Source: an optimization exercise on an open RTL-to-GDS flow (aim: small area, a short achievable clock period and few clock cycles per item). Production flows keep margins and buffers that such runs may drop. RTL that was checked went through simulation tests only; none was proved equivalent to the original. Power figures rest on the tool's default switching activity, not on a simulated workload.

red:
==> flow/design.v (excerpt) <==
module line21_batch (
    input  wire        clk,
    input  wire        rst,             
    input  wire        csr_we,
    input  wire        csr_re,
    input  wire [2:0]  csr_num,
    input  wire [9:0]  csr_wdata,
    output reg  [9:0]  csr_rdata,
    input  wire        fl_we,
    input  wire [3:0]  fl_index,
    input  wire [7:0]  fl_handle,
    input  wire        cmd_valid,
    output wire        cmd_ready,
    input  wire [1:0]  cmd_op,
    output wire [1:0]  rs_req_valid,
    input  wire [1:0]  rs_req_ready,
    output wire [15:0] rs_req_handle,
    output wire [19:0] rs_req_row,
    input  wire [1:0]  rs_valid,
    output wire [1:0]  rs_ready,
    input  wire [15:0] rs_data,
    input  wire [1:0]  rs_last,
    input  wire [1:0]  rs_empty,
    input  wire [1:0]  rs_err,
    output wire        out_valid,
    input  wire        out_ready,
    output wire [7:0]  out_data,
    output wire        out_tag,
    output wire [3:0]  out_cause,
    output wire        out_first,
    output wire        out_last
);
Size in the first run: about 130 I/O pins, ~0.15 mm² of cells after synthesis.
export LEC_CHECK = 0
export CAP_MARGIN = 20
export CORE_MARGIN = 2
export CORE_UTILIZATION = 55
export CTS_BUF_LIST = sky130_fd_sc_hd__clkbuf_8
export SLEW_MARGIN = 20
create_clock -name core_clock -period 14.0 [get_ports {clk}]
standard.sh (not shown) runs the stock make flow with config.mk's settings and CLKGATE_MAP_FILE= SYNTH_SCRIPT=/design/flow/synth_recipe.tcl, a recipe that flattens the netlist after the stock synthesis.
==> flow/flow/run.sh <==
#!/bin/bash
# The standard layout (standard synthesis, floorplan, placement, CTS,
# routing, finish) with a larger setup margin for ORFS's repair_timing, so
# that the resizer keeps improving paths that already meet the 14 ns clock.
# The clock, constraints and every other setting are the standard flow's own.
set -euo pipefail
bash standard.sh SETUP_SLACK_MARGIN=7.6 finish > standard_flow.log 2>&1
For blue, these inputs were changed with respect to red:
Settings: removing CTS_BUF_LIST (formerly sky130_fd_sc_hd__clkbuf_8); changing CORE_UTILIZATION from 55 to 40.
Results
- Diff red -> blue | fraction of layout instances using a drive strength above 1 | decrease of 1.8 points
- Routed metal-1 wire length for blue: about 1.5% down relative to red
- Re worst vdd rail ir drop: red was lower than blue.
No run of this note included a check of the RTL's function; only the layout flow was run.

Another version of the RTL of line21_batch (not shown whole).
Size in the first run: roughly 9200 cells after synthesis, ~0.15 sq mm of cells after synthesis.
## line21_batch
module line21_batch (
    input  wire        clk,
    input  wire        rst,             
    input  wire        csr_we,
    input  wire        csr_re,
    input  wire [2:0]  csr_num,
    input  wire [9:0]  csr_wdata,
    output reg  [9:0]  csr_rdata,
    input  wire        fl_we,
    input  wire [3:0]  fl_index,
    input  wire [7:0]  fl_handle,
    input  wire        cmd_valid,
    output wire        cmd_ready,
    input  wire [1:0]  cmd_op,
    output wire [1:0]  rs_req_valid,
    input  wire [1:0]  rs_req_ready,
    output wire [15:0] rs_req_handle,
    output wire [19:0] rs_req_row,
    input  wire [1:0]  rs_valid,
    output wire [1:0]  rs_ready,
    input  wire [15:0] rs_data,
    input  wire [1:0]  rs_last,
    input  wire [1:0]  rs_empty,
    input  wire [1:0]  rs_err,
    output wire        out_valid,
    input  wire        out_ready,
    output wire [7:0]  out_data,
    output wire        out_tag,
    output wire [3:0]  out_cause,
    output wire        out_first,
    output wire        out_last
);
    localparam NMAX = 15;
    localparam RD   = 4;                
    localparam RB   = 2;
    reg [7:0]  fl [0:14];
    reg [3:0]  batch_n;
    reg [9:0]  row;
    reg [1:0]  par_limit;
    reg        busy, done, row_error;
    reg [3:0]  err_index;
    reg [3:0]  next;
    reg [3:0]  disp;
    reg        beat;                    
    reg [RD-1:0] rfull;
    reg        rtag [0:RD-1];
    reg [13:0] rpay [0:RD-1];
    reg [1:0]  lreq;                    
  ...
==> flow/config.mk <==
export PLATFORM = sky130hd
export DESIGN_NAME = line21_batch
export DESIGN_NICKNAME = line21_batch
export VERILOG_FILES = /design/flow/design.v
export SDC_FILE = /design/flow/constraint.sdc
export NUM_CORES = 4
export LEC_CHECK = 0
export ABC_AREA = 1
export CAP_MARGIN = 20
export CORE_MARGIN = 2
export CORE_UTILIZATION = 40
export CTS_CLUSTER_DIAMETER = 80
export CTS_CLUSTER_SIZE = 28
export SLEW_MARGIN = 20
==> flow/constraint.sdc <==
create_clock -name core_clock -period 14.0 [get_ports {clk}]
set_input_delay 2.8000 -clock core_clock [delete_from_list [all_inputs] [get_ports {clk}]]
set_output_delay 2.8000 -clock core_clock [all_outputs]
set_load 0.01 [all_outputs]
Scripts as last shown in full above: flow/flow/run.sh
Testbench counts at the start, summed over its fixed seeds: cycles 60,509, frames 720.
==> next run, changes <==
Settings changed: CORE_UTILIZATION 40 to 50, CTS_CLUSTER_SIZE 28 to 30.
Wire length hardly moves.
Worst hold slack improved by 0.017 ns.
Sequential cell count is unchanged.
Clock power hardly moves.
Global-route usage climbs by 3.5 points.
Synthesized area stays the same.
Final cell count shrinks by a little under a tenth.
Critical path depth is unchanged.
Worst setup slack loses 0.033 ns.
Utilization goes up by 11 points.
==> next run, changes <==
Settings changed: ABC_AREA 1 to unset, CORE_UTILIZATION 50 to 55, CTS_CLUSTER_DIAMETER 80 to 60, CTS_CLUSTER_SIZE 30 to 24.
Result:
- via count shrinks by a little under a tenth
- sequential cell count is unchanged
- register-to-register slack degrades by 0.10 ns
- design area increases slightly
- setup slack degrades by 0.029 ns
- die area came out lower by a little under a tenth
- clock skew went down by 0.0064 ns
==> next run, changes <==
Settings changed: CORE_UTILIZATION 55 to 40, CTS_CLUSTER_DIAMETER 60 to 80, CTS_CLUSTER_SIZE 24 to 28.
Routed wire length climbs by 2.2%.
Cell area goes down by 0.71%.
Register-to-register slack is better by 0.08 ns.
Utilization drops by 17 points.
Global-route usage fell by 4.7 points.
Sequential cell count does not change.
Maximum frequency falls by 1.3%.
Setup slack is worse by 0.083 ns.
Final cell count came out higher by 10%.

[what the ideal ports hide]
How much do the figures lean on ideal ports? The routed layouts below were timed once more, with nothing changed but the port constraints.
Step 1: set_driving_cell puts a clkbuf_16 on clk and a buf_2 on each other input, an assumption about the parent block.
Step 2 also shifts input and output timing later by t, the mid clock arrival at the registers, as if the neighbouring blocks saw the same clock.
Slacks: ideal ports / drivers / drivers and shift; pairs: ideal ports / drivers.
| run | t, ns | slack for setup (ns) | worst register clock-pin slew, ns | worst slew at a driven data input, ns |
|---|---|---|---|---|
| red | 1.204 | 7.466 / 7.400 / 7.400 | 0.07 / 0.07 | 0.11 |
| blue | 0.981 | 7.491 / 7.429 / 7.429 | 0.07 / 0.07 | 0.10 |
| the first run of note 2 | 0.964 | 7.548 / 7.484 / 7.484 | 0.11 / 0.11 | 0.11 |
| the second run of note 2 | 0.974 | 7.516 / 7.450 / 7.450 | 0.12 / 0.12 | 0.07 |
| the third run of note 2 | 0.962 | 7.486 / 7.397 / 7.397 | 0.09 / 0.09 | 0.09 |
| the fourth run of note 2 | 0.997 | 7.403 / 7.333 / 7.333 | 0.11 / 0.11 | 0.09 |
After both steps every run listed still meets setup and hold. For the third run of note 2, which loses most, drivers alone change the setup slack by -0.089 ns; drivers and shift together by -0.089 ns.
